Background: an optimization exercise with open tools, aiming at small area. Do not read the settings as production practice. Function was checked by simulation only, so behaviour that the tests miss may differ from the original. Power figures rest on the tool's default switching activity, not on a simulated workload.

## design.v

```verilog
module kmb (
    input  wire        clk,
    input  wire        rst,         
    input  wire [12:0] key_in,
    input  wire        btn_in,
    input  wire        tick_ms,
    input  wire        tx_ready,
    output wire        tx_valid,
    output wire [7:0]  tx_data,
    output wire        tx_last,
    output wire        led,
    output wire        overlay,
    output reg         res_valid,
    output reg  [2:0]  res_kind,
    output reg  [3:0]  res_line,
    output reg  [1:0]  res_slot
);
    localparam [4:0] S_IDLE  = 5'd0;
    localparam [4:0] S_SCAN  = 5'd1;
    localparam [4:0] S_TXN0  = 5'd2;    
    localparam [4:0] S_TXN1  = 5'd3;    
    localparam [4:0] S_TXN2  = 5'd4;    
    localparam [4:0] S_WSET  = 5'd5;    
    localparam [4:0] S_FLASH = 5'd16;
    localparam [4:0] S_WON   = 5'd17;   
    localparam [4:0] S_FGAP  = 5'd18;
    localparam [4:0] S_WOFF  = 5'd19;   
    localparam [4:0] S_TOP   = 5'd20;
    localparam [4:0] S_CH    = 5'd21;
    localparam [4:0] S_TXC0  = 5'd22;   
    localparam [4:0] S_TXC1  = 5'd23;   
    localparam [4:0] S_CHW   = 5'd24;
    localparam [4:0] S_WCH   = 5'd25;   
    localparam [4:0] S_OCTDN = 5'd26;
    localparam [4:0] S_WDN   = 5'd27;   
    localparam [4:0] S_OCTUP = 5'd28;
    localparam [4:0] S_WUP   = 5'd29;   
    localparam [2:0] K_CLAIM    = 3'd0;
    localparam [2:0] K_FREE     = 3'd2;
    localparam [2:0] K_OVERFLOW = 3'd3;
    localparam [2:0] K_SPURIOUS = 3'd4;
    reg [4:0]  st;
    reg [12:0] cur;        
    reg [12:0] ack;        
    reg [3:0]  octave;
    reg [1:0]  preset;
    reg [3:0]  slot_k0, slot_k1, slot_k2, slot_k3;    
    reg [8:0]  cnt;        
    reg [2:0]  aux;        
    wire [12:0] pend = ack ^ cur;
    reg [3:0] line;
    integer i;
    always @(*) begin
        line = 4'd0;
        for (i = 12; i >= 0; i = i - 1)
            if (pend[i]) line = i[3:0];
    end
    wire any_pend = |pend;
    wire pressed  = cur[line];
    wire [3:0] hit;
    assign hit[0] = (slot_k0 == line);
    assign hit[1] = (slot_k1 == line);
    assign hit[2] = (slot_k2 == line);
    assign hit[3] = (slot_k3 == line);
    wire [3:0] free = {&slot_k3, &slot_k2, &slot_k1, &slot_k0};
    wire [1:0] hit_slot  = hit[0]  ? 2'd0 : hit[1]  ? 2'd1 : hit[2]  ? 2'd2 : 2'd3;
    wire [1:0] free_slot = free[0] ? 2'd0 : free[1] ? 2'd1 : free[2] ? 2'd2 : 2'd3;
    wire       arb_ok   = pressed ? (free != 4'd0) : (hit != 4'd0);
    wire [1:0] arb_slot = !arb_ok ? 2'd0 : pressed ? free_slot : hit_slot;
    wire [2:0] arb_kind = pressed ? (arb_ok ? K_CLAIM : K_OVERFLOW)
                                  : (arb_ok ? K_FREE  : K_SPURIOUS);
    wire in_wait = (st == S_WSET) || (st == S_WON) || (st == S_WOFF) ||
                   (st == S_WCH) || (st == S_WDN) || (st == S_WUP);
    wire done_150 = cnt[7] & cnt[4] & cnt[2] & cnt[1];
    wire done_100 = cnt[6] & cnt[5] & cnt[2];
    wire done_400 = cnt[8] & cnt[7] & cnt[4];
    wire done_50  = cnt[5] & cnt[4] & cnt[1];
    wire [7:0] note = {4'd0, res_line} + {4'd0, octave} * 8'd12;
    reg  [7:0] byte_o;
    reg        last_o;
    always @(*) begin
        byte_o = 8'h00;
        last_o = 1'b0;
        case (st)
            S_TXN0: byte_o = {3'b100, res_kind == K_CLAIM, 2'b00, res_slot};
            S_TXN1: byte_o = note;
            S_TXN2: begin byte_o = 8'h64; last_o = 1'b1; end
            S_TXC0: byte_o = {6'b101100, aux[1:0]};
            S_TXC1: begin byte_o = {6'd0, preset}; last_o = 1'b1; end
            default: ;
        endcase
    end
    assign tx_valid = (st == S_TXN0) || (st == S_TXN1) || (st == S_TXN2) ||
                      (st == S_TXC0) || (st == S_TXC1);
    assign tx_data  = byte_o;
    assign tx_last  = last_o;
    assign led      = (st == S_WON) || (st == S_FGAP);
    assign overlay  = st[4];
    always @(posedge clk) begin
        cnt <= in_wait ? cnt + {8'd0, tick_ms} : 9'd0;
        if (rst) begin
            st        <= S_IDLE;
            ack       <= 13'd0;
            octave    <= 4'd5;
            preset    <= 2'd0;
            slot_k0   <= 4'hF;
            slot_k1   <= 4'hF;
            slot_k2   <= 4'hF;
            slot_k3   <= 4'hF;
            res_valid <= 1'b0;
            res_kind  <= 3'd0;
            res_line  <= 4'd0;
            res_slot  <= 2'd0;
        end else begin
            res_valid <= 1'b0;
            case (st)
                S_IDLE: begin
                    if (btn_in) begin
                        aux <= 3'd0;
                        st  <= S_FLASH;
                    end else begin
                        cur <= key_in;
                        st  <= S_SCAN;
                    end
                end
                S_SCAN: begin
                    if (!any_pend) begin
                        st <= S_IDLE;
                    end else begin
                        ack[line] <= pressed;
                        res_valid <= 1'b1;
                        res_kind  <= arb_kind;
                        res_line  <= line;
                        res_slot  <= arb_slot;
                        if (arb_ok) begin
                            case (arb_slot)
                                2'd0: slot_k0 <= pressed ? line : 4'hF;
                                2'd1: slot_k1 <= pressed ? line : 4'hF;
                                2'd2: slot_k2 <= pressed ? line : 4'hF;
                                default: slot_k3 <= pressed ? line : 4'hF;
                            endcase
                            st <= S_TXN0;
                        end
                    end
                end
                S_TXN0: if (tx_ready) st <= S_TXN1;
                S_TXN1: if (tx_ready) st <= S_TXN2;
                S_TXN2: if (tx_ready) st <= S_SCAN;
                S_WSET: if (done_50) st <= S_IDLE;
                S_FLASH: begin
                    if (aux[1:0] == preset) st <= S_TOP;
                    else                    st <= S_WON;
                end
                S_WON:  if (done_150) st <= S_FGAP;
                S_FGAP: begin
                    aux <= aux + 3'd1;
                    st  <= S_WOFF;
                end
                S_WOFF: if (done_150) st <= S_FLASH;
                S_TOP: begin
                    if (btn_in) begin
                        aux <= 3'd0;
                        st  <= S_CH;
                    end else begin
                        preset <= preset + 2'd1;
                        st     <= S_WSET;
                    end
                end
                S_CH: begin
                    if (aux[2])                st  <= S_OCTDN;
                    else if (key_in[aux[1:0]]) st  <= S_TXC0;
                    else                       aux <= aux + 3'd1;
                end
                S_TXC0: if (tx_ready) st <= S_TXC1;
                S_TXC1: if (tx_ready) st <= S_CHW;
                S_CHW: begin
                    aux <= aux + 3'd1;
                    st  <= S_WCH;
                end
                S_WCH: if (done_100) st <= S_CH;
                S_OCTDN: begin
                    if (key_in[11]) begin
                        if (octave != 4'd0) octave <= octave - 4'd1;
                        st <= S_WDN;
                    end else begin
                        st <= S_OCTUP;
                    end
                end
                S_WDN: if (done_400) st <= S_OCTUP;
                S_OCTUP: begin
                    if (key_in[12]) begin
                        if (octave < 4'd9) octave <= octave + 4'd1;
                        st <= S_WUP;
                    end else begin
                        st <= S_TOP;
                    end
                end
                S_WUP: if (done_400) st <= S_TOP;
                default: st <= S_IDLE;
            endcase
        end
    end
endmodule
```

## flow/run.sh

```bash
#!/bin/bash
# Own layout flow: the standard ORFS flow with an area-oriented ABC
# script, no full-adder extraction, minimum-size port buffers and a clock
# tree without dummy loads. Synthesis is otherwise the standard one.
set -euo pipefail
W=$PWD
F=$W/flow
CTS_BUFS=${CTS_BUFS:-sky130_fd_sc_hd__clkbuf_16}
sed "s#^source \$::env(SCRIPTS_DIR)/synth_preamble.tcl#&\nset abc_args [list -script $F/area.abc {*}\$lib_args {*}\$lib_dont_use_args -constr \$::env(OBJECTS_DIR)/abc.constr]#" \
    "$FLOW_HOME/scripts/synth.tcl" > "$W/synth_mod.tcl"
sed "s#\$::env(SCRIPTS_DIR)/synth.tcl#$W/synth_mod.tcl#" "$W/synth_recipe.tcl" > "$W/my_synth.tcl"
bash "$W/standard.sh" \
    SYNTH_SCRIPT="$W/my_synth.tcl" \
    ADDER_MAP_FILE= \
    ABC_AREA=1 \
    GPL_TIMING_DRIVEN=0 \
    BUFFER_PORTS_ARGS="-buffer_cell sky130_fd_sc_hd__buf_1" \
    CTS_ARGS="-sink_clustering_enable -sink_clustering_size 40 -sink_clustering_max_diameter 200 -repair_clock_nets -dont_use_dummy_load -buf_list {$CTS_BUFS}" \
    finish > "$W/standard_flow.log" 2>&1
```

## flow/area.abc

```
strash
&get -n
&st
&syn2
&dch -f
&nf -R 1000 -p
&put
strash
&get -n
&st
&dch -f
&nf -R 1000 -p
&put
```

## standard.sh

```bash
#!/bin/bash
# synth_recipe.tcl (not shown) runs the flow's synth.tcl, then flattens the netlist and writes it again
# the make line also repeats each setting of config.mk as NAME=value (left out here)
make -C /OpenROAD-flow-scripts/flow DESIGN_CONFIG=/design/flow/config.mk WORK_HOME=/design/flow/orfs CLKGATE_MAP_FILE= SYNTH_SCRIPT=/design/flow/synth_recipe.tcl "${@:-finish}"
```

## config.mk

```make
export PLATFORM = sky130hd
export DESIGN_NAME = kmb
export DESIGN_NICKNAME = kmb
export VERILOG_FILES = /design/flow/design.v
export SDC_FILE = /design/flow/constraint.sdc
export NUM_CORES = 4
export LEC_CHECK = 0
export CAP_MARGIN = 20
export CORE_MARGIN = 2
export CORE_UTILIZATION = 40
export SLEW_MARGIN = 20
```

## constraint.sdc

```tcl
create_clock -name core_clock -period 10.0 [get_ports {clk}]
set_input_delay 2.0000 -clock core_clock [delete_from_list [all_inputs] [get_ports {clk}]]
set_output_delay 2.0000 -clock core_clock [all_outputs]
set_load 0.01 [all_outputs]
```

==> results of run 1 <==
[where the power goes]
group          switching [mW]  total, mW  internal (mW)
combinational           0.258      0.391          0.132
sequential             0.0612      0.417          0.356
clock                   0.106      0.263          0.157
[layout by cell type (no fill, tap or decap), drive strengths merged, types with 5 or more instances in the layout]
| cell | synthesis | routed |
|---|---|---|
| nand3 | 8 | 8 |
| nor2 | 71 | 71 |
| a211oi | 9 | 9 |
| a311oi | 8 | 8 |
| nand2b | 11 | 11 |
| o21ai | 50 | 50 |
| dfxtp | 59 | 59 |
| xor2 | 16 | 16 |
| nor3 | 26 | 26 |
| a31oi | 7 | 7 |
| and3 | 9 | 9 |
| clkbuf | 0 | 9 |
| xnor2 | 24 | 24 |
| clkinv | 8 | 8 |
| edfxtp | 16 | 16 |
| and2 | 5 | 5 |
| nor2b | 6 | 6 |
| nand2 | 59 | 59 |
| a21oi | 47 | 47 |
| nand4 | 7 | 7 |
| a22oi | 10 | 10 |
| buf | 0 | 43 |
[layer usage]
metal	track usage	vias to the layer above	share of wire
met5	0	-	0
met4	0.0444	0	0.012
met3	0.0541	15	0.060
met2	0.336	134	0.48
met1	0.262	1805	0.45
li1	-	1903	-
[worst min-delay path by stage]
stage                                     end  slack, ns  cells after the start
after floorplan           ack[1]$_SDFFE_PP0P_       0.46                      2
after global placement    ack[9]$_SDFFE_PP0P_       0.48                      2
after detailed placement  ack[9]$_SDFFE_PP0P_       0.49                      2
after CTS                 ack[9]$_SDFFE_PP0P_       0.50                      2
after global routing      ack[1]$_SDFFE_PP0P_       0.54                      2
final                     ack[9]$_SDFFE_PP0P_       0.49                      2
[flip-flops by register name, indices dropped and copies added, names as in the netlist]
name / count
preset: 2
slot_k2: 4
res_line: 4
cur: 13
aux: 3
ack: 13
slot_k3: 4
res_valid: 1
slot_k0: 4
res_slot: 2
cnt: 9
res_kind: 3
slot_k1: 4
st: 5
octave: 4
[through the flow]
| stage | hold WS [ns] | cells | util | setup WS, ns | power (mW) |
|---|---|---|---|---|---|
| after floorplan | 0.455 | 492 | - | 5.42 | 0.678 |
| final | 0.490 | 677 | 0.473 | 4.97 | 1.07 |
| after detailed placement | 0.488 | 668 | 0.449 | 5.06 | 0.806 |
| after global placement | 0.480 | 664 | 0.442 | 4.11 | 0.794 |
| after CTS | 0.496 | 677 | 0.472 | 5.00 | 1.07 |
| after global routing | 0.544 | 677 | 0.473 | 4.42 | 1.15 |
[final cells by class]
class	instances	area (um^2)
Clock buffer	9	225
Tap cell	133	166
Fill cell	989	5110
Multi-Input combinational cell	409	2300
Sequential cell	75	1660
Timing Repair Buffer	43	198
Inverter	8	30.0
[critical path, delay by kind of cell (launching register included)]
kind                      cells  cell delay [ns]
AOI/OAI and AO/OA             6             1.73
xor gates and xnor gates      1             0.17
buffers and inverters         1             0.46
DFF                           1             0.43
and+or+nand+nor              10             2.11
[kinds of logic (layout without fill, tap and decap cells)]
| family | after synthesis | after routing | synth area share |
|---|---|---|---|
| compound gates | 154 | 154 | 0.233 |
| xor+xnor | 40 | 40 | 0.0882 |
| buf+inv | 8 | 60 | 0.00756 |
| flops | 75 | 75 | 0.418 |
| mux | 1 | 1 | 0.00567 |
| simple gates | 214 | 214 | 0.247 |
==> metrics.yaml, run 1 <==
worst_slew_pin_slew_ns: 1.05
vias: 3857
power_density_nw_per_um2: 234
max-clock-path-buffers: 2
r2r_slack_ns: 4.97
tritoncts: "yes"
ioPinCount: 40
cap_violations: 0
path_clk_slew_ns: 0.06
vdd_drop_max_mv: 0.116
ctsHoldBuffers: 0
finClkSkew_ns: 0.0140
maxSlewHeadroom: 0.302
endpoint: "slot_k0[3]$_SDFFE_PP1P_"
grt_overflow: 0
rows: 36
core-area_um2: 9680
synthFlopType: "dfxtp_1"
start_kind: "flop"
diodes: 0
crit_path_max_fanout: 16
worstPathArrival_ns: 5.23
postCtsSetupBuffers: 0
synthesis.area_um2: 3970
grt_pass1_vias: 3577
startpoint: "cur[10]$_DFFE_PP_"
yosys_warnings: 1
place_area_um2: 4350
cts_made_buffers: 9
seq_area_frac_synth: 0.418
synthCells: 492
wl_um: 10600
cp_cell_sequence: "xor2_1 > nand2b_1 > a311o_1 > nand2_1 > a21oi_2 > clkinv_1 > nand2_1 > nor2_1 > nor4_1 > nor2_1 > nor2_1 > a21o_1 > nor3_1 > a31oi_1 > nand2_1 > or3_1 > a21oi_1 > o21ai_0"
reg2regPathDepth: 18
grt_usage: 0.201
finalWorstPathRequiredPeriod_ns: 5.03
cts-root-buf: "clkbuf_16"
antenna_found_initial: 0
die_y_um: 104
dp_hpwl_um: 7890
ant_nets: 0
max_stage_delay_ns: 0.63
r2r_end: "slot_k0[3]$_SDFFE_PP1P_"
drt_iter0_markers: 221
synth_cell_types: 40
slew_viol_final: 0
viasPerCell: 5.70
globalplace.congestion: 1.00
drive_above_1_share: 0.0349
synth.top_cell.area_share: 0.297
slowest_stage: "a21oi_2"
hold_viol: 0
port_buffers: 39
area_growth_pct: 15.2
setup_tns_ns: 0
period_share: 0.503
synth_edf_count: 16
synth.most_common_cell: "nor2_1"
synth_top_area_cell: "dfxtp_1"
status: "timing/DRC/antenna clean"
end_kind: "flop"
synth.avg_cell_area_um2: 8.07
crit_type: "reg -> reg"
max_freq_mhz: 199
drc: 0
synth_area_leaders: "dfxtp_1, edfxtp_1, nor2_1"
grt_pass1_wl_um: 17600
insertion_delay_ns: 0.33
rsz0062_at_grt: "false"
r2r_start: "cur[10]$_DFFE_PP_"
nNetsFinal: 564
wl_per_cell_um: 15.7
initial_core_util: 0.410
ys_ff_latch: 75
grt_max_degree: 38
die-area_um2: 10700
syn-num-nets: 510
first_pass_iters: 5
p_leak_nw: 1.56
cts-resized-gates: 0
fp.dieW_um: 104
async_flop_share: 0
setup_violations: 0
h-tree-depth: 3
clock-sinks: 75
holdCritPathClass: "reg -> reg"
final_cell_area_um2: 4580
netlist_top_cells_count: "nor2_1, dfxtp_1, nand2_1, o21ai_0, a21oi_1"
cp.required_ns: 10.20
min_from: "ack[9]$_SDFFE_PP0P_"
==> inputs of run 2 (changes only) <==
--- a/flow/run.sh
+++ b/flow/run.sh
@@ -5,7 +5,7 @@
 set -euo pipefail
 W=$PWD
 F=$W/flow
-CTS_BUFS=${CTS_BUFS:-sky130_fd_sc_hd__clkbuf_16}
+CTS_BUFS=${CTS_BUFS:-sky130_fd_sc_hd__clkbuf_2}
 sed "s#^source \$::env(SCRIPTS_DIR)/synth_preamble.tcl#&\nset abc_args [list -script $F/area.abc {*}\$lib_args {*}\$lib_dont_use_args -constr \$::env(OBJECTS_DIR)/abc.constr]#" \
     "$FLOW_HOME/scripts/synth.tcl" > "$W/synth_mod.tcl"
 sed "s#\$::env(SCRIPTS_DIR)/synth.tcl#$W/synth_mod.tcl#" "$W/synth_recipe.tcl" > "$W/my_synth.tcl"
@@ -15,5 +15,5 @@
     ABC_AREA=1 \
     GPL_TIMING_DRIVEN=0 \
     BUFFER_PORTS_ARGS="-buffer_cell sky130_fd_sc_hd__buf_1" \
-    CTS_ARGS="-sink_clustering_enable -sink_clustering_size 40 -sink_clustering_max_diameter 200 -repair_clock_nets -dont_use_dummy_load -buf_list {$CTS_BUFS}" \
+    CTS_ARGS="-sink_clustering_enable -repair_clock_nets -root_buf sky130_fd_sc_hd__clkbuf_8 -dont_use_dummy_load -buf_list {$CTS_BUFS}" \
     finish > "$W/standard_flow.log" 2>&1
==> run 2 against run 1 <==
Flip-flop and latch count stayed put. Largest power group unchanged. Power is 8.3% lower. Worst setup slack better by 0.019 ns. Synthesized area stayed put. Non-clock buffer count stayed put. Register-to-register slack better by 0.02 ns. Clock power is 33% lower. Sequential share of layout area is 0.82 points higher. Critical path depth is 2 lower. Final area is 2.2% lower. Sequential power hardly changed. Highest routed layer unchanged.
==> metrics.yaml, run 2 <==
r2r_slack_ns: 4.99
fin_util: 0.462
hold_path_depth: 2
die_y_um: 104
drive_above_1_share: 0.0349
initial_core_util: 0.410
worst_slew_pin_slew_ns: 1.05
port_buffers: 39
ioPinCount: 40
path_clk_slew_ns: 0.08
ctsHoldBuffers: 0
crit_type: "reg -> reg"
syn-num-nets: 510
diodes: 0
synth_top_area_cell: "dfxtp_1"
slowest_stage: "a21oi_1"
setup_tns_ns: 0
yosys_warnings: 1
cts-root-buf: "clkbuf_8"
max_freq_mhz: 200
die-area_um2: 10700
area_growth_pct: 12.7
status: "timing/DRC/antenna clean"
p_leak_nw: 1.51
rows: 36
setup_violations: 0
tritoncts: "yes"
r2r_end: "slot_k1[2]$_SDFFE_PP1P_"
reg2regPathDepth: 16
grt_usage: 0.200
top_regs: "ack x13, cur x13, cnt x9"
cts_made_buffers: 9
placed_cells: 668
synth_edf_count: 16
vias: 3827
r2r_start: "cur[10]$_DFFE_PP_"
holdCritPathClass: "reg -> reg"
clock-sinks: 75
synth.most_common_cell: "nor2_1"
grt_pass1_vias: 3574
h-tree-depth: 3
cts-resized-gates: 0
start_kind: "flop"
final_common_cell: "nor2_1"
first_pass_iters: 4
synth.avg_cell_area_um2: 8.07
netlist_top_cells_count: "nor2_1, dfxtp_1, nand2_1, o21ai_0, a21oi_1"
min_from: "ack[9]$_SDFFE_PP0P_"
min_to: "ack[9]$_SDFFE_PP0P_"
grt_max_degree: 38
crit_top_cell: "nand2_1"
drc: 0
finClkSkew_ns: 0.0225
core-area_um2: 9680
cp.required_ns: 10.22
cap_violations: 0
period_share: 0.501
finalWorstPathRequiredPeriod_ns: 5.01
crit_path_max_fanout: 16
synth_cell_types: 40
viasPerCell: 5.65
worstPathArrival_ns: 5.23
end_kind: "flop"
worst-path-buf-inv: 1
synthFlopType: "dfxtp_1"
ys_ff_latch: 75
async_flop_share: 0
wl_um: 10500
power_density_nw_per_um2: 220
slew_viol_final: 0
grt_overflow: 0
fp.dieW_um: 104
grt_pass1_wl_um: 17400
rsz0062_at_grt: "false"
synthCells: 492
cp_cell_sequence: "xor2_1 > nand2b_1 > a311o_1 > nand2_1 > a21oi_2 > clkinv_1 > nand2_1 > nor3_1 > nand2_1 > o21ai_0 > a21oi_1 > o32ai_1 > nor3_1 > nand2_1 > o21ai_0 > nand2b_1"
mostFrequentLayoutCells: "nor2_1, nand2_1, dfxtp_1"
wl_per_cell_um: 15.5
vdd_drop_max_mv: 0.134
finalNonFillerCells: 677
ant_nets: 0
drt_iter0_markers: 239
maxSlewHeadroom: 0.298
max-clock-path-buffers: 2
dp_hpwl_um: 7890
hold_viol: 0
globalplace.congestion: 1.00
insertion_delay_ns: 0.34
antenna_found_initial: 0
max_stage_delay_ns: 0.86
postCtsSetupBuffers: 0
crit_family: "compound AO/OA/AOI/OAI gates"
seq_area_frac_synth: 0.418
synthesis.area_um2: 3970
nNetsFinal: 564
synth_area_leaders: "dfxtp_1, edfxtp_1, nor2_1"
synth.top_cell.area_share: 0.297
[run 2: report_power, final]
group	switching [mW]	total, mW	internal [mW]
sequential	0.0611	0.417	0.355
clock	0.0960	0.176	0.0804
combinational	0.257	0.390	0.132
[run 2: worst max path at each step]
| stage | start | to | depth (start not counted) |
|---|---|---|---|
| floorplan | cur[9]$_DFFE_PP_ | slot_k0[3]$_SDFFE_PP1P_ | 19 |
| global placement | cur[9]$_DFFE_PP_ | slot_k0[3]$_SDFFE_PP1P_ | 19 |
| detailed placement | cur[10]$_DFFE_PP_ | slot_k0[0]$_SDFFE_PP1P_ | 18 |
| CTS | cur[10]$_DFFE_PP_ | slot_k0[1]$_SDFFE_PP1P_ | 18 |
| global route | cur[10]$_DFFE_PP_ | slot_k3[2]$_SDFFE_PP1P_ | 16 |
| finish | cur[10]$_DFFE_PP_ | slot_k1[2]$_SDFFE_PP1P_ | 16 |
[run 2: worst reg2reg max path, cell delays in order, from the launching register on]
cell and delay (ns):
edfxtp_1 0.43, xor2_1 0.17, nand2b_1 0.18, a311o_1 0.18, nand2_1 0.06, a21oi_2 0.63, clkinv_1 0.48, nand2_1 0.32
nor3_1 0.17, nand2_1 0.10, o21ai_0 0.13, a21oi_1 0.86, o32ai_1 0.34, nor3_1 0.59, nand2_1 0.10, o21ai_0 0.10
nand2b_1 0.08
[run 2: through the flow]
stage	worst slack [ns]	hold slack (ns)	total power, mW	instance area (um^2)
floorplan	5.42	0.455	0.678	3970
global placement	4.11	0.480	0.794	4280
detailed placement	5.06	0.488	0.806	4350
CTS	5.06	0.499	0.987	4470
global route	4.42	0.547	1.06	4480
finish	4.99	0.497	0.983	4480
[run 2: kinds of logic after synthesis]
group / count (synthesis) / synth area share
and+or+nand+nor: 214 / 0.247
xor gates and xnor gates: 40 / 0.0882
buffers and inverters: 8 / 0.00756
muxes: 1 / 0.00567
AOI/OAI and AO/OA: 154 / 0.233
DFF: 75 / 0.418
[run 2: cell type report]
type | instances | area [um^2]
multi-input combinational | 409 | 2300
fill | 1002 | 5210
sequential | 75 | 1660
timing repair buffer | 43 | 198
tap | 133 | 166
clock buffer | 9 | 124
inverter | 8 | 30.0
[run 2: layer usage]
metal,GRT usage,up-vias,part of all wire
li1,-,1905,-
met1,0.259,1782,0.45
met2,0.333,127,0.47
met3,0.0560,13,0.062
met4,0.0444,0,0.011
met5,0,-,0
==> inputs of run 3 (changes only) <==
--- a/flow/run.sh
+++ b/flow/run.sh
@@ -5,7 +5,7 @@
 set -euo pipefail
 W=$PWD
 F=$W/flow
-CTS_BUFS=${CTS_BUFS:-sky130_fd_sc_hd__clkbuf_2}
+CTS_BUFS=${CTS_BUFS:-sky130_fd_sc_hd__clkbuf_4}
 sed "s#^source \$::env(SCRIPTS_DIR)/synth_preamble.tcl#&\nset abc_args [list -script $F/area.abc {*}\$lib_args {*}\$lib_dont_use_args -constr \$::env(OBJECTS_DIR)/abc.constr]#" \
     "$FLOW_HOME/scripts/synth.tcl" > "$W/synth_mod.tcl"
 sed "s#\$::env(SCRIPTS_DIR)/synth.tcl#$W/synth_mod.tcl#" "$W/synth_recipe.tcl" > "$W/my_synth.tcl"
==> run 3 against run 2 <==
Still clean on timing, DRC and antenna. Combinational power about the same. Register-to-register slack about the same. Cell count unchanged. Clock-buffer cell count unchanged. Power unchanged. Critical path type unchanged.
==> metrics.yaml, run 3 <==
area_growth_pct: 12.7
start_kind: "flop"
clock-sinks: 75
path_clk_slew_ns: 0.08
cts_made_buffers: 9
synth.top_cell.area_share: 0.297
wl_per_cell_um: 15.5
slew_viol_final: 0
drive_above_1_share: 0.0349
yosys_warnings: 1
ys_ff_latch: 75
worst_slew_pin_slew_ns: 1.05
rows: 36
holdCritPathClass: "reg -> reg"
finalNonFillerCells: 677
synth_cell_types: 40
vdd_drop_max_mv: 0.134
synth_edf_count: 16
ant_nets: 0
grt_usage: 0.200
core-area_um2: 9680
drt_iter0_markers: 239
mostFrequentLayoutCells: "nor2_1, nand2_1, dfxtp_1"
max_freq_mhz: 200
syn-num-nets: 510
crit_type: "reg -> reg"
cts-root-buf: "clkbuf_8"
power_density_nw_per_um2: 220
drc: 0
ioPinCount: 40
timing.hold.ws_ns: 0.497
cp.required_ns: 10.22
dp_hpwl_um: 7890
synth-xor-area-share: 0.0882
top_regs: "ack x13, cur x13, cnt x9"
status: "timing/DRC/antenna clean"
nNetsFinal: 564
finalWorstPathRequiredPeriod_ns: 5.01
grt_pass1_vias: 3574
final_common_cell: "nor2_1"
period_share: 0.501
setup_tns_ns: 0
synth_area_leaders: "dfxtp_1, edfxtp_1, nor2_1"
globalplace.congestion: 1.00
vias: 3827
insertion_delay_ns: 0.34
tritoncts: "yes"
die_y_um: 104
synth_top_family_by_area: "simple AND/OR/NAND/NOR gates"
synthCells: 492
max-clock-path-buffers: 2
first_pass_iters: 4
yosys.area_share.adder: 0
h-tree-depth: 3
hold_viol: 0
wl_um: 10500
grt_pass1_wl_um: 17400
finClkSkew_ns: 0.0225
die-area_um2: 10700
grt_max_degree: 38
cap_violations: 0
synthMuxAreaShare: 0.00567
synth_top_area_cell: "dfxtp_1"
synth_compound_area_frac: 0.233
synth-simple-area-share: 0.247
viasPerCell: 5.65
port_buffers: 39
p_leak_nw: 1.51
postCtsSetupBuffers: 0
antenna_found_initial: 0
setup_violations: 0
cts-resized-gates: 0
ctsHoldBuffers: 0
netlist_top_cells_count: "nor2_1, dfxtp_1, nand2_1, o21ai_0, a21oi_1"
synth.avg_cell_area_um2: 8.07
initial_core_util: 0.410
diodes: 0
crit_path_max_fanout: 16
fin_util: 0.462
fp.dieW_um: 104
rsz0062_at_grt: "false"
worstPathArrival_ns: 5.23
async_flop_share: 0
synth.most_common_cell: "nor2_1"
grt_overflow: 0
synthFlopType: "dfxtp_1"
maxSlewHeadroom: 0.298
synthesis.area_um2: 3970
seq_area_frac_synth: 0.418
finalPower_mw: 0.983
placed_cells: 668
end_kind: "flop"
[run 3: area by class of cell]
class | instances | area (um^2)
sequential | 75 | 1660
inverter | 8 | 30.0
tap | 133 | 166
clock buffer | 9 | 124
timing repair buffer | 43 | 198
multi-input combinational | 409 | 2300
fill | 1002 | 5210
[run 3: final timing paths]
kind,start,endpoint,slack [ns],cells after the start
min,ack[9]$_SDFFE_PP0P_,ack[9]$_SDFFE_PP0P_,0.50,2
min reg2reg,ack[9]$_SDFFE_PP0P_,ack[9]$_SDFFE_PP0P_,0.50,2
max,cur[10]$_DFFE_PP_,slot_k1[2]$_SDFFE_PP1P_,4.99,16
max reg2reg,cur[10]$_DFFE_PP_,slot_k1[2]$_SDFFE_PP1P_,4.99,16
[run 3: per-stage QoR]
stage / setup WS, ns / area, um^2
2_1_floorplan: 5.42 / 3970
3_3_place_gp: 4.11 / 4280
3_5_place_dp: 5.06 / 4350
4_1_cts: 5.06 / 4470
5_1_grt: 4.42 / 4480
6_report: 4.99 / 4480
[run 3: worst max-delay path: stages (launching register included)]
cell	delay [ns]
edfxtp_1	0.43
xor2_1	0.17
nand2b_1	0.18
a311o_1	0.18
nand2_1	0.06
a21oi_2	0.63
clkinv_1	0.47
nand2_1	0.32
nor3_1	0.16
nand2_1	0.10
o21ai_0	0.13
a21oi_1	0.86
o32ai_1	0.34
nor3_1	0.58
nand2_1	0.10
o21ai_0	0.10
nand2b_1	0.08
[run 3: cells by family after synthesis]
group,Yosys count
DFF,75
and+or+nand+nor,214
AOI/OAI and AO/OA,154
xor gates and xnor gates,40
buffers and inverters,8
muxes,1
[run 3: power breakdown]
part	total (mW)	switching, mW	internal [mW]
Combinational	0.390	0.257	0.132
Clock	0.176	0.0960	0.0804
Sequential	0.417	0.0611	0.355
[run 3: metal layers]
metal / global-route usage / vias up / wire [um]
li1: - / 1905 / -
met1: 0.259 / 1782 / 4780
met2: 0.333 / 127 / 4950
met3: 0.0560 / 13 / 656
met4: 0.0444 / 0 / 115
met5: 0 / - / 0
==> inputs of run 4 (changes only) <==
--- a/flow/run.sh
+++ b/flow/run.sh
@@ -13,7 +13,8 @@
     SYNTH_SCRIPT="$W/my_synth.tcl" \
     ADDER_MAP_FILE= \
     ABC_AREA=1 \
+    CAP_MARGIN=0 SLEW_MARGIN=0 \
     GPL_TIMING_DRIVEN=0 \
     BUFFER_PORTS_ARGS="-buffer_cell sky130_fd_sc_hd__buf_1" \
-    CTS_ARGS="-sink_clustering_enable -repair_clock_nets -root_buf sky130_fd_sc_hd__clkbuf_8 -dont_use_dummy_load -buf_list {$CTS_BUFS}" \
+    CTS_ARGS="-sink_clustering_enable -repair_clock_nets -root_buf sky130_fd_sc_hd__clkbuf_8 -tree_buf sky130_fd_sc_hd__clkbuf_4 -dont_use_dummy_load -buf_list {$CTS_BUFS}" \
     finish > "$W/standard_flow.log" 2>&1
==> run 4 against run 3 <==
Register-to-register slack about the same. Critical path depth increased by 2. Routed wire length increased by 0.15%. Worst hold slack improved by 0.00066 ns. Non-clock buffer count decreased by 1. Sequential share of layout area increased by 0.083 points. Critical path type unchanged. Synthesized cell count unchanged. Highest routed layer unchanged. Power increased by 0.18%. Final area decreased by 0.22%.
==> metrics.yaml, run 4 <==
status: "timing/DRC/antenna clean"
r2r_end: "slot_k0[2]$_SDFFE_PP1P_"
crit_cells: 18
setup_tns_ns: 0
ant_nets: 0
slowest_stage: "a21oi_2"
cts_made_buffers: 9
rsz0062_at_grt: "false"
worstPathArrival_ns: 5.23
mostFrequentLayoutCells: "nor2_1, nand2_1, dfxtp_1"
startpoint: "cur[10]$_DFFE_PP_"
drt_iter0_markers: 262
cap_violations: 0
worst_slew_pin_slew_ns: 1.14
diodes: 0
top_regs: "ack x13, cur x13, cnt x9"
synthCells: 492
fp.dieW_um: 104
reg2regPathDepth: 18
wl_um: 10500
path_clk_slew_ns: 0.08
end_kind: "flop"
slew_viol_final: 0
initial_core_util: 0.410
synth_area_leaders: "dfxtp_1, edfxtp_1, nor2_1"
hold_viol: 0
r2r_slack_ns: 5.00
cp_cell_sequence: "xor2_1 > nand2b_1 > a311o_1 > nand2_1 > a21oi_2 > clkinv_1 > nand2_1 > nor2_1 > nor4_1 > nor2_1 > nor2_1 > a21o_1 > nor3_1 > a31oi_1 > nand2_1 > or3_1 > a21oi_1 > o21ai_0"
synth_top_area_cell: "dfxtp_1"
worst-path-buf-inv: 1
power_density_nw_per_um2: 220
cp.required_ns: 10.22
vias: 3858
max-clock-path-buffers: 2
core-area_um2: 9680
yosys_warnings: 1
grt_max_degree: 38
place_area_um2: 4340
synthFlopType: "dfxtp_1"
cts-root-buf: "clkbuf_8"
die-area_um2: 10700
insertion_delay_ns: 0.35
finClkSkew_ns: 0.0144
first_pass_iters: 5
netlist_top_cells_count: "nor2_1, dfxtp_1, nand2_1, o21ai_0, a21oi_1"
r2r_start: "cur[10]$_DFFE_PP_"
max_stage_delay_ns: 0.64
rows: 36
seq_area_frac_synth: 0.418
synth.most_common_cell: "nor2_1"
port_buffers: 39
ioPinCount: 40
synth.top_cell.area_share: 0.297
crit_path_max_fanout: 16
n_fill_cell: 980
maxSlewHeadroom: 0.236
ys_ff_latch: 75
synth_cell_types: 40
tritoncts: "yes"
finalWorstPathRequiredPeriod_ns: 5.00
grt_pass1_vias: 3655
max_freq_mhz: 200
nNetsFinal: 563
drc: 0
period_share: 0.500
cts-resized-gates: 0
final_common_cell: "nor2_1"
grt_pass1_wl_um: 17600
synth.avg_cell_area_um2: 8.07
final_cell_area_um2: 4470
postCtsSetupBuffers: 0
vdd_drop_max_mv: 0.153
holdCritPathClass: "reg -> reg"
globalplace.congestion: 1.00
wl_per_cell_um: 15.6
ctsHoldBuffers: 0
h-tree-depth: 3
clock-sinks: 75
dp_hpwl_um: 7850
area_growth_pct: 12.4
drive_above_1_share: 0.0313
crit_type: "reg -> reg"
crit_family: "simple AND/OR/NAND/NOR gates"
endpoint: "slot_k0[2]$_SDFFE_PP1P_"
synthesis.area_um2: 3970
async_flop_share: 0
grt_overflow: 0
synth_edf_count: 16
setup_violations: 0
p_leak_nw: 1.51
die_y_um: 104
grt_usage: 0.200
antenna_found_initial: 0
viasPerCell: 5.71
start_kind: "flop"
syn-num-nets: 510
-- run 4: cell types whose count changed in the layout (fill, tap and decap cells not counted) --
cell | previous run | this run
nor2_2 | 1 | 0
nor2_1 | 70 | 71
buf_4 | 1 | 0
-- run 4: final cells by class --
type	instances	area, um^2	area share
multi-input combinational	409	2290	0.514
sequential	75	1660	0.372
timing repair buffer	42	190	0.0426
tap	133	166	0.0373
clock buffer	9	124	0.0277
inverter	8	30.0	0.00672
-- run 4: stage by stage --
stage	utilization	power (mW)	setup slack (ns)	instances	hold slack, ns
after detailed placement	0.448	0.805	4.47	667	0.487
after CTS	0.461	0.986	4.47	676	0.501
after floorplan	-	0.678	5.42	492	0.455
after global routing	0.461	1.06	4.44	676	0.528
after global placement	0.442	0.794	4.11	664	0.480
final	0.461	0.984	5.00	676	0.498
-- run 4: cells by family (layout without fill, tap and decap cells) --
family	count (synthesis)	after routing	share of synthesized area
XOR/XNOR	40	40	0.0882
multiplexers	1	1	0.00567
buffers and inverters	8	59	0.00756
AND/OR/NAND/NOR	214	214	0.247
AO/OA/AOI/OAI	154	154	0.233
flip-flops	75	75	0.418
-- run 4: report_power, final --
| part | internal (mW) | total [mW] | switching (mW) | leakage, nW |
|---|---|---|---|---|
| Sequential | 0.356 | 0.417 | 0.0613 | 0.626 |
| Combinational | 0.132 | 0.389 | 0.257 | 0.818 |
| Clock | 0.0803 | 0.178 | 0.0979 | 0.0647 |
-- run 4: worst reg2reg max path, stage by stage (launching register included) --
cell	delay, ns
edfxtp_1	0.43
xor2_1	0.18
nand2b_1	0.18
a311o_1	0.17
nand2_1	0.06
a21oi_2	0.64
clkinv_1	0.46
nand2_1	0.31
nor2_1	0.07
nor4_1	0.23
nor2_1	0.09
nor2_1	0.39
a21o_1	0.28
nor3_1	0.10
a31oi_1	0.37
nand2_1	0.12
or3_1	0.53
a21oi_1	0.18
o21ai_0	0.09
-- run 4: metal layers --
metal / wire, um / track usage / vias up
met1: 4750 / 0.268 / 1794
met3: 713 / 0.0409 / 20
met4: 139 / 0.0473 / 0
met5: 0 / 0 / -
met2: 4920 / 0.332 / 144
li1: - / - / 1900
-- run 4: worst min path at each step --
stage / from / cells after the start / slack [ns] / end
global placement: ack[9]$_SDFFE_PP0P_ / 2 / 0.48 / ack[9]$_SDFFE_PP0P_
global route: ack[1]$_SDFFE_PP0P_ / 2 / 0.53 / ack[1]$_SDFFE_PP0P_
CTS: ack[9]$_SDFFE_PP0P_ / 2 / 0.50 / ack[9]$_SDFFE_PP0P_
detailed placement: ack[9]$_SDFFE_PP0P_ / 2 / 0.49 / ack[9]$_SDFFE_PP0P_
finish: ack[9]$_SDFFE_PP0P_ / 2 / 0.50 / ack[9]$_SDFFE_PP0P_
floorplan: ack[1]$_SDFFE_PP0P_ / 2 / 0.46 / ack[1]$_SDFFE_PP0P_
==> inputs of run 5 (changes only) <==
--- a/flow/run.sh
+++ b/flow/run.sh
@@ -13,7 +13,6 @@
     SYNTH_SCRIPT="$W/my_synth.tcl" \
     ADDER_MAP_FILE= \
     ABC_AREA=1 \
-    CAP_MARGIN=0 SLEW_MARGIN=0 \
     GPL_TIMING_DRIVEN=0 \
     BUFFER_PORTS_ARGS="-buffer_cell sky130_fd_sc_hd__buf_1" \
     CTS_ARGS="-sink_clustering_enable -repair_clock_nets -root_buf sky130_fd_sc_hd__clkbuf_8 -tree_buf sky130_fd_sc_hd__clkbuf_4 -dont_use_dummy_load -buf_list {$CTS_BUFS}" \
==> run 5 against run 4 <==
Non-clock buffer count rose by 1. Routed wire length fell by 0.15%. Worst setup slack got worse by 0.0084 ns. Global-route usage barely moved. Clock skew rose by 0.0081 ns. Clock power barely moved. Sequential share of layout area fell by 0.083 points. First-iteration DRC count fell by 8.8%. Flip-flop and latch count did not move. Critical path depth fell by 2.
==> metrics.yaml, run 5 <==
cp_cell_sequence: "xor2_1 > nand2b_1 > a311o_1 > nand2_1 > a21oi_2 > clkinv_1 > nand2_1 > nor3_1 > nand2_1 > o21ai_0 > a21oi_1 > o32ai_1 > nor3_1 > nand2_1 > o21ai_0 > nand2b_1"
tritoncts: "yes"
viasPerCell: 5.65
wl_um: 10500
crit_family: "compound AO/OA/AOI/OAI gates"
die_y_um: 104
antenna_found_initial: 0
final_cell_area_um2: 4480
synth.most_common_cell: "nor2_1"
synth_cell_types: 40
insertion_delay_ns: 0.34
max_freq_mhz: 200
yosys_warnings: 1
fp.dieW_um: 104
grt_max_degree: 38
nNetsFinal: 564
p_seq_frac: 0.424
synth.avg_cell_area_um2: 8.07
wl_per_cell_um: 15.5
initial_core_util: 0.410
setup_violations: 0
grt_pass1_wl_um: 17400
seq_area_frac_synth: 0.418
area_growth_pct: 12.7
worst-path-buf-inv: 1
netlist_top_cells_count: "nor2_1, dfxtp_1, nand2_1, o21ai_0, a21oi_1"
finalNonFillerCells: 677
port_buffers: 39
vdd_drop_max_mv: 0.134
cts-root-buf: "clkbuf_8"
drc: 0
globalplace.congestion: 1.00
slew_viol_final: 0
rsz0062_at_grt: "false"
syn-num-nets: 510
power_density_nw_per_um2: 220
clock-sinks: 75
max_stage_delay_ns: 0.86
cts_made_buffers: 9
ctsHoldBuffers: 0
rows: 36
period_share: 0.501
cp.required_ns: 10.22
p_switching_mw: 0.414
first_pass_iters: 4
worstPathArrival_ns: 5.23
p_int_mw: 0.568
mostFrequentLayoutCells: "nor2_1, nand2_1, dfxtp_1"
drive_above_1_share: 0.0349
finClkSkew_ns: 0.0225
max-clock-path-buffers: 2
postCtsSetupBuffers: 0
grt_overflow: 0
worst_slew_pin_slew_ns: 1.05
holdCritPathClass: "reg -> reg"
p_leak_nw: 1.51
cap_violations: 0
start_kind: "flop"
fin_ws_ns: 4.99
drt_iter0_markers: 239
async_flop_share: 0
synthFlopType: "dfxtp_1"
crit_top_cell: "nand2_1"
n_fill_cell: 1002
grt_pass1_vias: 3574
hold_viol: 0
ant_nets: 0
synth_area_leaders: "dfxtp_1, edfxtp_1, nor2_1"
comb_power_share: 0.397
cts-resized-gates: 0
synth_top_area_cell: "dfxtp_1"
ioPinCount: 40
finalWorstPathRequiredPeriod_ns: 5.01
setup_tns_ns: 0
core-area_um2: 9680
status: "timing/DRC/antenna clean"
die-area_um2: 10700
pwr-share-clk: 0.180
diodes: 0
final_common_cell: "nor2_1"
placed_cells: 668
place_area_um2: 4350
synthCells: 492
maxSlewHeadroom: 0.298
h-tree-depth: 3
synth.top_cell.area_share: 0.297
grt_usage: 0.200
top_regs: "ack x13, cur x13, cnt x9"
synth_edf_count: 16
synthesis.area_um2: 3970
path_clk_slew_ns: 0.08
end_kind: "flop"
dp_hpwl_um: 7890
slowest_stage: "a21oi_1"
place_ws_ns: 5.06
sw_frac_of_total: 0.422
ys_ff_latch: 75
vias: 3827
crit_path_max_fanout: 16
crit_type: "reg -> reg"
-- run 5: cell types whose count changed in the layout (fill, tap and decap cells not counted), sizes merged --
cell	before	now
buf	42	43
-- run 5: worst paths after layout --
kind                       start  slack [ns]                      end  cells past startpoint
min reg2reg  ack[9]$_SDFFE_PP0P_        0.50      ack[9]$_SDFFE_PP0P_                      2
min          ack[9]$_SDFFE_PP0P_        0.50      ack[9]$_SDFFE_PP0P_                      2
max reg2reg    cur[10]$_DFFE_PP_        4.99  slot_k1[2]$_SDFFE_PP1P_                     16
max            cur[10]$_DFFE_PP_        4.99  slot_k1[2]$_SDFFE_PP1P_                     16
-- run 5: metrics by stage --
stage	power [mW]	util	hold WS, ns
6_report	0.983	0.462	0.497
5_1_grt	1.06	0.462	0.547
4_1_cts	0.987	0.462	0.499
3_5_place_dp	0.806	0.449	0.488
3_3_place_gp	0.794	0.442	0.480
2_1_floorplan	0.678	-	0.455
-- run 5: power groups by stage --
stage / sequential, mW / clock (mW) / combinational [mW]
floorplan: 0.412 / 0 / 0.266
global placement: 0.422 / 0 / 0.372
CTS: 0.415 / 0.186 / 0.386
finish: 0.417 / 0.176 / 0.390
detailed placement: 0.422 / 0 / 0.384
global route: 0.423 / 0.196 / 0.441
-- run 5: layer usage --
| metal | routed length [um] | track usage |
|---|---|---|
| met1 | 4780 | 0.259 |
| met2 | 4950 | 0.333 |
| met3 | 656 | 0.0560 |
| met4 | 115 | 0.0444 |
| met5 | 0 | 0 |
-- run 5: kinds of logic (layout without fill, tap and decap cells) --
| family | count (synthesis) | in the layout | share of synthesized area |
|---|---|---|---|
| xor gates and xnor gates | 40 | 40 | 0.0882 |
| and+or+nand+nor | 214 | 214 | 0.247 |
| muxes | 1 | 1 | 0.00567 |
| buffers and inverters | 8 | 60 | 0.00756 |
| AOI/OAI and AO/OA | 154 | 154 | 0.233 |
| DFF | 75 | 75 | 0.418 |
-- run 5: area by class of cell --
cell class	instances	area [um^2]	share of cell area
flip-flops and latches	75	1660	0.371
clock buffers	9	124	0.0277
repair buffers	43	198	0.0442
multi-input cells	409	2300	0.513
well taps	133	166	0.0372
inverters	8	30.0	0.00671
-- run 5: tightest hold or removal path: stages, from the launching register on --
cell and delay (ns):
dfxtp_1 0.32, o21ai_0 0.07, a21oi_1 0.06
==> inputs of run 6 (changes only) <==
==> flow/run.sh (replaced) <==
#!/bin/bash
# Own layout flow: the standard ORFS flow with an area-oriented ABC
# script, no full-adder extraction, minimum-size port buffers and a clock
# tree without dummy loads. Synthesis is otherwise the standard one.
set -euo pipefail
W=$PWD
F=$W/flow
CTS_BUFS=${CTS_BUFS:-sky130_fd_sc_hd__clkbuf_8}
sed "s#^source \$::env(SCRIPTS_DIR)/synth_preamble.tcl#&\nset abc_args [list -script $F/area.abc {*}\$lib_args {*}\$lib_dont_use_args -constr \$::env(OBJECTS_DIR)/abc.constr]#" \
    "$FLOW_HOME/scripts/synth.tcl" > "$W/synth_mod.tcl"
sed "s#\$::env(SCRIPTS_DIR)/synth.tcl#$W/synth_mod.tcl#" "$W/synth_recipe.tcl" > "$W/my_synth.tcl"
bash "$W/standard.sh" \
    SYNTH_SCRIPT="$W/my_synth.tcl" \
    ADDER_MAP_FILE= \
    ABC_AREA=1 \
    GPL_TIMING_DRIVEN=0 \
    BUFFER_PORTS_ARGS="-buffer_cell sky130_fd_sc_hd__buf_1" \
    CTS_ARGS="-sink_clustering_enable -sink_clustering_size 20 -sink_clustering_max_diameter 200 -repair_clock_nets -dont_use_dummy_load -buf_list {$CTS_BUFS}" \
    finish > "$W/standard_flow.log" 2>&1
==> run 6 against run 5 <==
Die area unchanged. Combinational power about the same. Via count unchanged. Utilization unchanged. Critical endpoint unchanged. Largest power group unchanged.
==> metrics.yaml, run 6 <==
crit_type: "reg -> reg"
p_int_mw: 0.568
nNetsFinal: 564
synth_edf_count: 16
final_common_cell: "nor2_1"
place_ws_ns: 5.06
p_switching_mw: 0.414
drc: 0
worstPathArrival_ns: 5.23
period_share: 0.501
wl_per_cell_um: 15.5
ys_ff_latch: 75
synthesis.area_um2: 3970
synth_top_area_cell: "dfxtp_1"
r2r_end: "slot_k1[2]$_SDFFE_PP1P_"
viasPerCell: 5.65
cts-resized-gates: 0
vdd_drop_max_mv: 0.134
async_flop_share: 0
grt_max_degree: 38
cts_made_buffers: 9
mostFrequentLayoutCells: "nor2_1, nand2_1, dfxtp_1"
synth-simple-area-share: 0.247
finClkSkew_ns: 0.0225
finalWorstPathRequiredPeriod_ns: 5.01
r2r_slack_ns: 4.99
vias: 3827
placed_cells: 668
seq_area_frac_synth: 0.418
finalNonFillerCells: 677
path_clk_slew_ns: 0.08
synthMuxAreaShare: 0.00567
wl_um: 10500
maxSlewHeadroom: 0.298
netlist_top_cells_count: "nor2_1, dfxtp_1, nand2_1, o21ai_0, a21oi_1"
end_kind: "flop"
port_buffers: 39
synth.avg_cell_area_um2: 8.07
globalplace.congestion: 1.00
synth_area_leaders: "dfxtp_1, edfxtp_1, nor2_1"
hold_viol: 0
hold_path_depth: 2
sw_frac_of_total: 0.422
die-area_um2: 10700
p_seq_frac: 0.424
synth.most_common_cell: "nor2_1"
start_kind: "flop"
pwr-share-clk: 0.180
yosys_warnings: 1
fin_ws_ns: 4.99
fin_util: 0.462
min_to: "ack[9]$_SDFFE_PP0P_"
rows: 36
grt_pass1_vias: 3574
cts-root-buf: "clkbuf_8"
ctsHoldBuffers: 0
synth.top_cell.area_share: 0.297
grt_overflow: 0
crit_path_max_fanout: 16
synth-xor-area-share: 0.0882
finalPower_mw: 0.983
power_density_nw_per_um2: 220
synth_compound_area_frac: 0.233
yosys.area_share.adder: 0
status: "timing/DRC/antenna clean"
p_leak_nw: 1.51
first_pass_iters: 4
drt_iter0_markers: 239
cap_violations: 0
cp.required_ns: 10.22
drive_above_1_share: 0.0349
rsz0062_at_grt: "false"
grt_usage: 0.200
synthFlopType: "dfxtp_1"
insertion_delay_ns: 0.34
r2r_start: "cur[10]$_DFFE_PP_"
die_y_um: 104
grt_pass1_wl_um: 17400
h-tree-depth: 3
synth_cell_types: 40
reg2regPathDepth: 16
antenna_found_initial: 0
slew_viol_final: 0
max-clock-path-buffers: 2
postCtsSetupBuffers: 0
ant_nets: 0
min_from: "ack[9]$_SDFFE_PP0P_"
dp_hpwl_um: 7890
comb_power_share: 0.397
setup_violations: 0
tritoncts: "yes"
syn-num-nets: 510
core-area_um2: 9680
setup_tns_ns: 0
synthCells: 492
ioPinCount: 40
clock-sinks: 75
max_freq_mhz: 200
top_regs: "ack x13, cur x13, cnt x9"
fp.dieW_um: 104
synth_top_family_by_area: "simple AND/OR/NAND/NOR gates"
initial_core_util: 0.410
worst_slew_pin_slew_ns: 1.05
area_growth_pct: 12.7
holdCritPathClass: "reg -> reg"
diodes: 0
run 6: cell counts after synthesis:
Identical to the previous run, type by type.
run 6: power groups by stage:
| stage | registers, mW | logic, mW | clock network [mW] |
|---|---|---|---|
| after floorplan | 0.412 | 0.266 | 0 |
| after global placement | 0.422 | 0.372 | 0 |
| after detailed placement | 0.422 | 0.384 | 0 |
| after CTS | 0.415 | 0.386 | 0.186 |
| after global routing | 0.423 | 0.441 | 0.196 |
| final | 0.417 | 0.390 | 0.176 |
run 6: worst max-delay path, stage by stage (launching register included):
cell      delay (ns)
edfxtp_1        0.43
xor2_1          0.17
nand2b_1        0.18
a311o_1         0.18
nand2_1         0.06
a21oi_2         0.63
clkinv_1        0.47
nand2_1         0.32
nor3_1          0.16
nand2_1         0.10
o21ai_0         0.13
a21oi_1         0.86
o32ai_1         0.34
nor3_1          0.58
nand2_1         0.10
o21ai_0         0.10
nand2b_1        0.08
run 6: worst max path at each step:
stage / start / end / cells after the start
after floorplan: cur[9]$_DFFE_PP_ / slot_k0[3]$_SDFFE_PP1P_ / 19
after global placement: cur[9]$_DFFE_PP_ / slot_k0[3]$_SDFFE_PP1P_ / 19
after CTS: cur[10]$_DFFE_PP_ / slot_k0[1]$_SDFFE_PP1P_ / 18
after detailed placement: cur[10]$_DFFE_PP_ / slot_k0[0]$_SDFFE_PP1P_ / 18
final: cur[10]$_DFFE_PP_ / slot_k1[2]$_SDFFE_PP1P_ / 16
after global routing: cur[10]$_DFFE_PP_ / slot_k3[2]$_SDFFE_PP1P_ / 16
run 6: layout make-up:
class	count	area, um^2
fill	1002	5210
multi-input combinational	409	2300
sequential	75	1660
timing repair buffer	43	198
tap	133	166
clock buffer	9	124
inverter	8	30.0
run 6: routing by layer:
metal,wire length (um),up-vias,GRT usage
li1,-,1905,-
met1,4780,1782,0.259
met2,4950,127,0.333
met3,656,13,0.0560
met4,115,0,0.0444
met5,0,-,0
run 6: kinds of logic (layout without fill, tap and decap cells):
logic type | after synthesis | after routing
compound gates | 154 | 154
xor+xnor | 40 | 40
buf+inv | 8 | 60
flops | 75 | 75
mux | 1 | 1
simple gates | 214 | 214
run 6: metrics by stage:
stage               hold WS [ns]  cell area (um^2)
CTS                        0.499              4470
global placement           0.480              4280
detailed placement         0.488              4350
global route               0.547              4480
floorplan                  0.455              3970
finish                     0.497              4480
==> inputs of run 7 (changes only) <==
==> flow/area.abc (replaced) <==
strash
&get -n
&deepsyn -T 30
&dch -f
&nf -R 1000 -p -F 10 -A 10
&put
strash
&get -n
&dch -f
&nf -R 1000 -p -F 10 -A 10
&put
==> run 7 against run 6 <==
Largest cell class unchanged. Sequential power shrank 4%. Synthesized cell count fell by 11%. Worst setup slack worse by 0.50 ns. Critical endpoint is now st[0]$_SDFFE_PP0P_. Cell count down 12%. Register-to-register slack worse by 0.50 ns. Clock power about the same. Critical path type unchanged. Critical path depth is 6 higher. Highest routed layer unchanged.
==> metrics.yaml, run 7 <==
status: "timing/DRC/antenna clean"
ctsHoldBuffers: 0
diodes: 0
crit_top_cell: "nand2_1"
synth_cell_types: 41
synthFlopType: "dfxtp_1"
ant_nets: 0
max-clock-path-buffers: 2
cp.required_ns: 10.26
finalNonFillerCells: 599
synth.avg_cell_area_um2: 8.56
max_stage_delay_ns: 0.88
h-tree-depth: 3
postCtsSetupBuffers: 0
synthesis.area_um2: 3770
netlist_top_cells_count: "nor2_1, dfxtp_1, a21oi_1, nand2_1, nor3_1"
synthCells: 440
globalplace.congestion: 0.923
period_share: 0.551
insertion_delay_ns: 0.34
placed_cells: 590
r2r_start: "cur[11]$_DFFE_PP_"
die-area_um2: 10200
maxSlewHeadroom: 0.306
grt_pass1_wl_um: 16400
ys_ff_latch: 75
holdCritPathClass: "reg -> reg"
ioPinCount: 40
setup_tns_ns: 0
drc: 0
antenna_found_initial: 0
drive_above_1_share: 0.0246
hold_path_depth: 1
die_y_um: 101
tritoncts: "yes"
dp_hpwl_um: 7200
wl_per_cell_um: 16.4
viasPerCell: 5.75
p_leak_nw: 1.50
start_kind: "flop"
cap_violations: 0
wl_um: 9840
syn-num-nets: 458
async_flop_share: 0
n_fill_cell: 940
slew_viol_final: 0
synth.top_cell.area_share: 0.314
nNetsFinal: 508
grt_max_degree: 37
wl_met2_um: 4530
max_freq_mhz: 181
wl_met1_um: 4490
top_regs: "ack x13, cur x13, cnt x9"
rsz0062_at_grt: "false"
met3_length_um: 666
reg2regPathDepth: 22
end_kind: "flop"
grt_usage: 0.206
worst_slew_pin_slew_ns: 1.03
vias: 3445
rows: 35
synth_top_area_cell: "dfxtp_1"
worst-path-buf-inv: 0
area_growth_pct: 11.0
yosys_warnings: 1
cts-resized-gates: 0
core-area_um2: 9200
cts_made_buffers: 9
seq_area_frac_synth: 0.441
crit_family: "compound AO/OA/AOI/OAI gates"
min_from: "ack[8]$_SDFFE_PP0P_"
fp.dieW_um: 101
final_common_cell: "nor2_1"
vdd_drop_max_mv: 0.0940
worstPathArrival_ns: 5.77
first_pass_iters: 5
clock-sinks: 75
top_layer_used: "met4"
crit_path_max_fanout: 11
drt_iter0_markers: 156
cts-root-buf: "clkbuf_8"
finClkSkew_ns: 0.0153
min_to: "ack[8]$_SDFFE_PP0P_"
slowest_stage: "a2111oi_0"
port_buffers: 39
synth_area_leaders: "dfxtp_1, edfxtp_1, a21oi_1"
power_density_nw_per_um2: 217
grt_overflow: 0
crit_type: "reg -> reg"
setup_violations: 0
path_clk_slew_ns: 0.07
initial_core_util: 0.410
hold_viol: 0
r2r_end: "st[0]$_SDFFE_PP0P_"
mostFrequentLayoutCells: "nor2_1, dfxtp_1, a21oi_1"
r2r_slack_ns: 4.49
synth_edf_count: 16
cp_cell_sequence: "xnor2_1 > nand2b_1 > nand2_1 > a21oi_1 > o21ai_0 > a21oi_1 > nor2_1 > o21ai_1 > nor2b_1 > a221o_1 > a21oi_1 > a41oi_1 > nand2_1 > a41oi_1 > nand2_1 > nand2_1 > nor2_1 > nor2_1 > a2111oi_0 > nor2b_1 > o31ai_1 > o31ai_1"
grt_pass1_vias: 3374
finalWorstPathRequiredPeriod_ns: 5.51
synth.most_common_cell: "nor2_1"
run 7: layer usage:
| layer | vias to the layer above | track usage |
|---|---|---|
| li1 | 1710 | - |
| met1 | 1600 | 0.271 |
| met2 | 122 | 0.329 |
| met3 | 13 | 0.0576 |
| met4 | 0 | 0.0613 |
| met5 | - | 0 |
run 7: how the worst max path moves through the flow:
stage | start | endpoint | slack (ns) | depth (start not counted)
CTS | cur[11]$_DFFE_PP_ | st[0]$_SDFFE_PP0P_ | 4.62 | 22
global route | cur[11]$_DFFE_PP_ | st[0]$_SDFFE_PP0P_ | 3.84 | 22
finish | cur[11]$_DFFE_PP_ | st[0]$_SDFFE_PP0P_ | 4.49 | 22
global placement | cur[11]$_DFFE_PP_ | st[0]$_SDFFE_PP0P_ | 4.23 | 22
detailed placement | cur[11]$_DFFE_PP_ | st[0]$_SDFFE_PP0P_ | 4.65 | 22
floorplan | cur[11]$_DFFE_PP_ | st[0]$_SDFFE_PP0P_ | 5.61 | 22
run 7: per-stage QoR:
stage | instance area, um^2 | total power, mW | utilization | worst slack [ns] | hold slack (ns)
final | 4180 | 0.909 | 0.455 | 4.49 | 0.480
after global placement | 4050 | 0.726 | 0.441 | 4.23 | 0.461
after global routing | 4180 | 0.972 | 0.455 | 3.84 | 0.510
after CTS | 4180 | 0.910 | 0.454 | 4.62 | 0.483
after detailed placement | 4050 | 0.730 | 0.441 | 4.65 | 0.469
after floorplan | 3770 | 0.623 | - | 5.61 | 0.446
run 7: logic make-up (layout without fill, tap and decap cells):
group	Yosys count	in the layout	synth area share
xor+xnor	36	36	0.0837
buf+inv	7	55	0.00698
simple gates	193	193	0.248
compound gates	128	128	0.215
mux	1	1	0.00598
flops	75	75	0.441
run 7: power by group:
part	switching (mW)	total, mW	internal [mW]
registers	0.0490	0.402	0.353
logic	0.221	0.328	0.106
clock network	0.0990	0.179	0.0805
total	0.369	0.909	0.539
run 7: layout make-up:
cell class,count,area (um^2),share of cell area
multi-input cells,358,2080,0.498
well taps,111,139,0.0332
flip-flops and latches,75,1660,0.397
clock buffers,9,124,0.0296
inverters,7,26.3,0.00629
repair buffers,39,148,0.0353
==> inputs of run 8 (changes only) <==
--- a/flow/run.sh
+++ b/flow/run.sh
@@ -13,6 +13,7 @@
     SYNTH_SCRIPT="$W/my_synth.tcl" \
     ADDER_MAP_FILE= \
     ABC_AREA=1 \
+    CORE_UTILIZATION=65 \
     GPL_TIMING_DRIVEN=0 \
     BUFFER_PORTS_ARGS="-buffer_cell sky130_fd_sc_hd__buf_1" \
     CTS_ARGS="-sink_clustering_enable -sink_clustering_size 20 -sink_clustering_max_diameter 200 -repair_clock_nets -dont_use_dummy_load -buf_list {$CTS_BUFS}" \
--- a/config.mk
+++ b/config.mk
@@ -7,5 +7,5 @@
 export LEC_CHECK = 0
 export CAP_MARGIN = 20
 export CORE_MARGIN = 2
-export CORE_UTILIZATION = 40
+export CORE_UTILIZATION = 65
 export SLEW_MARGIN = 20
==> run 8 against run 7 <==
Global-route usage is 11 points higher. Synthesized cell count stayed put. Sequential share of layout area is 0.47 points higher. Critical path type unchanged. Die area is 37% lower. Register-to-register slack better by 0.07 ns. Non-clock buffer count stayed put. Maximum frequency is 1.3% higher. Power hardly changed. Combinational power hardly changed. Largest power group unchanged. First-iteration DRC count is 74% higher. Clock-buffer cell count stayed put. Still clean.
==> metrics.yaml, run 8 <==
end_kind: "flop"
period_share: 0.544
synth.most_common_cell: "nor2_1"
antenna_found_initial: 0
grt_max_degree: 37
r2r_slack_ns: 4.56
sw_frac_of_total: 0.406
top_regs: "ack x13, cur x13, cnt x9"
drive_above_1_share: 0.0246
worstPathArrival_ns: 5.67
core-area_um2: 5540
grt_pass1_vias: 3472
setup_tns_ns: 0
ys_ff_latch: 75
crit_type: "reg -> reg"
synth_edf_count: 16
yosys_warnings: 1
die_y_um: 80.1
ant_nets: 0
dp_hpwl_um: 6820
drt_iter0_markers: 272
finClkSkew_ns: 0.0224
p_seq_frac: 0.444
holdCritPathClass: "reg -> reg"
diodes: 0
async_flop_share: 0
cts-resized-gates: 0
fin_util: 0.746
rsz0062_at_grt: "false"
synth_area_leaders: "dfxtp_1, edfxtp_1, a21oi_1"
mostFrequentLayoutCells: "nor2_1, dfxtp_1, a21oi_1"
netlist_top_cells_count: "nor2_1, dfxtp_1, a21oi_1, nand2_1, nor3_1"
min_from: "ack[4]$_SDFFE_PP0P_"
slew_viol_final: 0
syn-num-nets: 458
p_leak_nw: 1.50
p_switching_mw: 0.369
start_kind: "flop"
worst_slew_pin_slew_ns: 0.996
tritoncts: "yes"
synth_top_area_cell: "dfxtp_1"
rows: 27
hold_path_depth: 1
final_cell_area_um2: 4130
h-tree-depth: 3
cp.required_ns: 10.23
finalWorstPathRequiredPeriod_ns: 5.44
setup_violations: 0
reg2regPathDepth: 21
synthesis.area_um2: 3770
maxSlewHeadroom: 0.331
initial_core_util: 0.680
crit_path_max_fanout: 11
r2r_end: "st[0]$_SDFFE_PP0P_"
synth.top_cell.area_share: 0.314
wl_per_cell_um: 17.0
r2r_start: "cur[9]$_DFFE_PP_"
synthFlopType: "dfxtp_1"
ctsHoldBuffers: 0
viasPerCell: 6.34
grt_usage: 0.313
drc: 0
insertion_delay_ns: 0.35
grt_pass1_wl_um: 15700
finalPower_mw: 0.908
ioPinCount: 40
hold_viol: 0
grt_overflow: 0
max_freq_mhz: 184
die-area_um2: 6420
status: "timing/DRC/antenna clean"
cap_violations: 0
cts-root-buf: "clkbuf_8"
place_area_um2: 4010
port_buffers: 39
max-clock-path-buffers: 2
clock-sinks: 75
seq_area_frac_synth: 0.441
comb_power_share: 0.359
nNetsFinal: 508
power_density_nw_per_um2: 220
final_common_cell: "nor2_1"
globalplace.congestion: 0.925
cts_made_buffers: 9
min_to: "ack[4]$_SDFFE_PP0P_"
wl_um: 9520
vdd_drop_max_mv: 0.126
n_fill_cell: 443
path_clk_slew_ns: 0.08
synth.avg_cell_area_um2: 8.56
synth_cell_types: 41
p_int_mw: 0.539
postCtsSetupBuffers: 0
fp.dieW_um: 80.1
area_growth_pct: 9.66
synthCells: 440
pwr-share-clk: 0.197
first_pass_iters: 5
vias: 3550
[run 8: cell counts after synthesis]
No cell type changed its count.
[run 8: layer usage]
metal  routed length, um  track usage  up-vias
met3                 626       0.0438       24
met4                 218        0.127        0
met2                4500        0.521      150
met1                4170        0.409     1654
met5                   0            0        -
li1                    -            -     1722
[run 8: critical path, stage by stage, from the launching register on]
cell and delay [ns]:
edfxtp_1 0.41, xnor2_1 0.31, nand2_1 0.09, a21oi_1 0.15, o21ai_0 0.08, a21oi_1 0.20, nor2_1 0.09, o21ai_1 0.62
nor2b_1 0.32, a221o_1 0.44, a21oi_1 0.43, a41oi_1 0.14, nand2_1 0.15, a41oi_1 0.06, nand2_1 0.12, nand2_1 0.08
nor2_1 0.14, nor2_1 0.10, a2111oi_0 0.77, nor2b_1 0.38, o31ai_1 0.13, o31ai_1 0.09
[run 8: power groups by stage]
stage	sequential (mW)	clock, mW	combinational [mW]
final	0.403	0.179	0.326
after global routing	0.408	0.191	0.357
after detailed placement	0.407	0	0.313
after CTS	0.401	0.179	0.317
after global placement	0.407	0	0.307
after floorplan	0.396	0	0.226
[run 8: worst max path at each step]
stage | start | end | slack, ns | cells after the start
after floorplan | cur[11]$_DFFE_PP_ | st[0]$_SDFFE_PP0P_ | 5.61 | 22
after global placement | cur[11]$_DFFE_PP_ | st[0]$_SDFFE_PP0P_ | 4.57 | 22
after detailed placement | cur[11]$_DFFE_PP_ | st[0]$_SDFFE_PP0P_ | 4.38 | 22
after CTS | cur[9]$_DFFE_PP_ | st[0]$_SDFFE_PP0P_ | 4.30 | 21
after global routing | cur[8]$_DFFE_PP_ | st[0]$_SDFFE_PP0P_ | 4.17 | 17
final | cur[9]$_DFFE_PP_ | st[0]$_SDFFE_PP0P_ | 4.56 | 21
[run 8: per-stage QoR]
stage | instances | hold WS, ns | setup WS, ns
2_1_floorplan | 440 | 0.446 | 5.61
3_3_place_gp | 551 | 0.459 | 4.57
3_5_place_dp | 551 | 0.470 | 4.38
4_1_cts | 560 | 0.486 | 4.30
5_1_grt | 560 | 0.504 | 4.17
6_report | 560 | 0.484 | 4.56
[run 8: layout make-up]
| type | instances | area (um^2) | area share |
|---|---|---|---|
| inverter | 7 | 26.3 | 0.00636 |
| clock buffer | 9 | 124 | 0.0300 |
| multi-input combinational | 358 | 2080 | 0.504 |
| timing repair buffer | 39 | 148 | 0.0357 |
| sequential | 75 | 1660 | 0.402 |
| tap | 72 | 90.1 | 0.0218 |
[run 8: logic make-up (layout without fill, tap and decap cells)]
family / Yosys count / after routing / synth area share
compound gates: 128 / 128 / 0.215
flops: 75 / 75 / 0.441
buf+inv: 7 / 55 / 0.00698
simple gates: 193 / 193 / 0.248
mux: 1 / 1 / 0.00598
xor+xnor: 36 / 36 / 0.0837

==> afterwards: timing with drivers on the ports <==
How much do the figures lean on ideal ports? The routed layouts below were timed once more, with nothing changed but the port constraints. Step 1 assumes that a clkbuf_16 drives the clock port and a buf_2 every other input. Step 2 also shifts input and output timing later by t, the mid clock arrival at the registers, as if the neighbouring blocks saw the same clock. Slacks: ideal / step 1 / step 2; pairs: ideal / step 1.
run | shift t [ns] | setup slack, ns | worst hold slack (ns) | latest minus earliest clock arrival (ns) | cell pins on the clock port's net
run 1 | 0.356 | 4.969 / 4.969 / 4.969 | 0.490 / 0.490 / 0.490 | 0.015 / 0.015 | 1
run 2 | 0.362 | 4.988 / 4.988 / 4.988 | 0.497 / 0.497 / 0.497 | 0.023 / 0.023 | 1
run 3 | 0.362 | 4.988 / 4.988 / 4.988 | 0.497 / 0.497 / 0.497 | 0.023 / 0.023 | 1
run 4 | 0.373 | 4.997 / 4.997 / 4.997 | 0.498 / 0.498 / 0.498 | 0.015 / 0.015 | 1
run 5 | 0.362 | 4.988 / 4.988 / 4.988 | 0.497 / 0.497 / 0.497 | 0.023 / 0.023 | 1
run 6 | 0.362 | 4.988 / 4.988 / 4.988 | 0.497 / 0.497 / 0.497 | 0.023 / 0.023 | 1
run 7 | 0.365 | 4.486 / 4.486 / 4.486 | 0.480 / 0.480 / 0.480 | 0.015 / 0.015 | 1
run 8 | 0.364 | 4.557 / 4.557 / 4.557 | 0.484 / 0.484 / 0.484 | 0.023 / 0.022 | 1
After both steps every run listed still meets setup and hold.
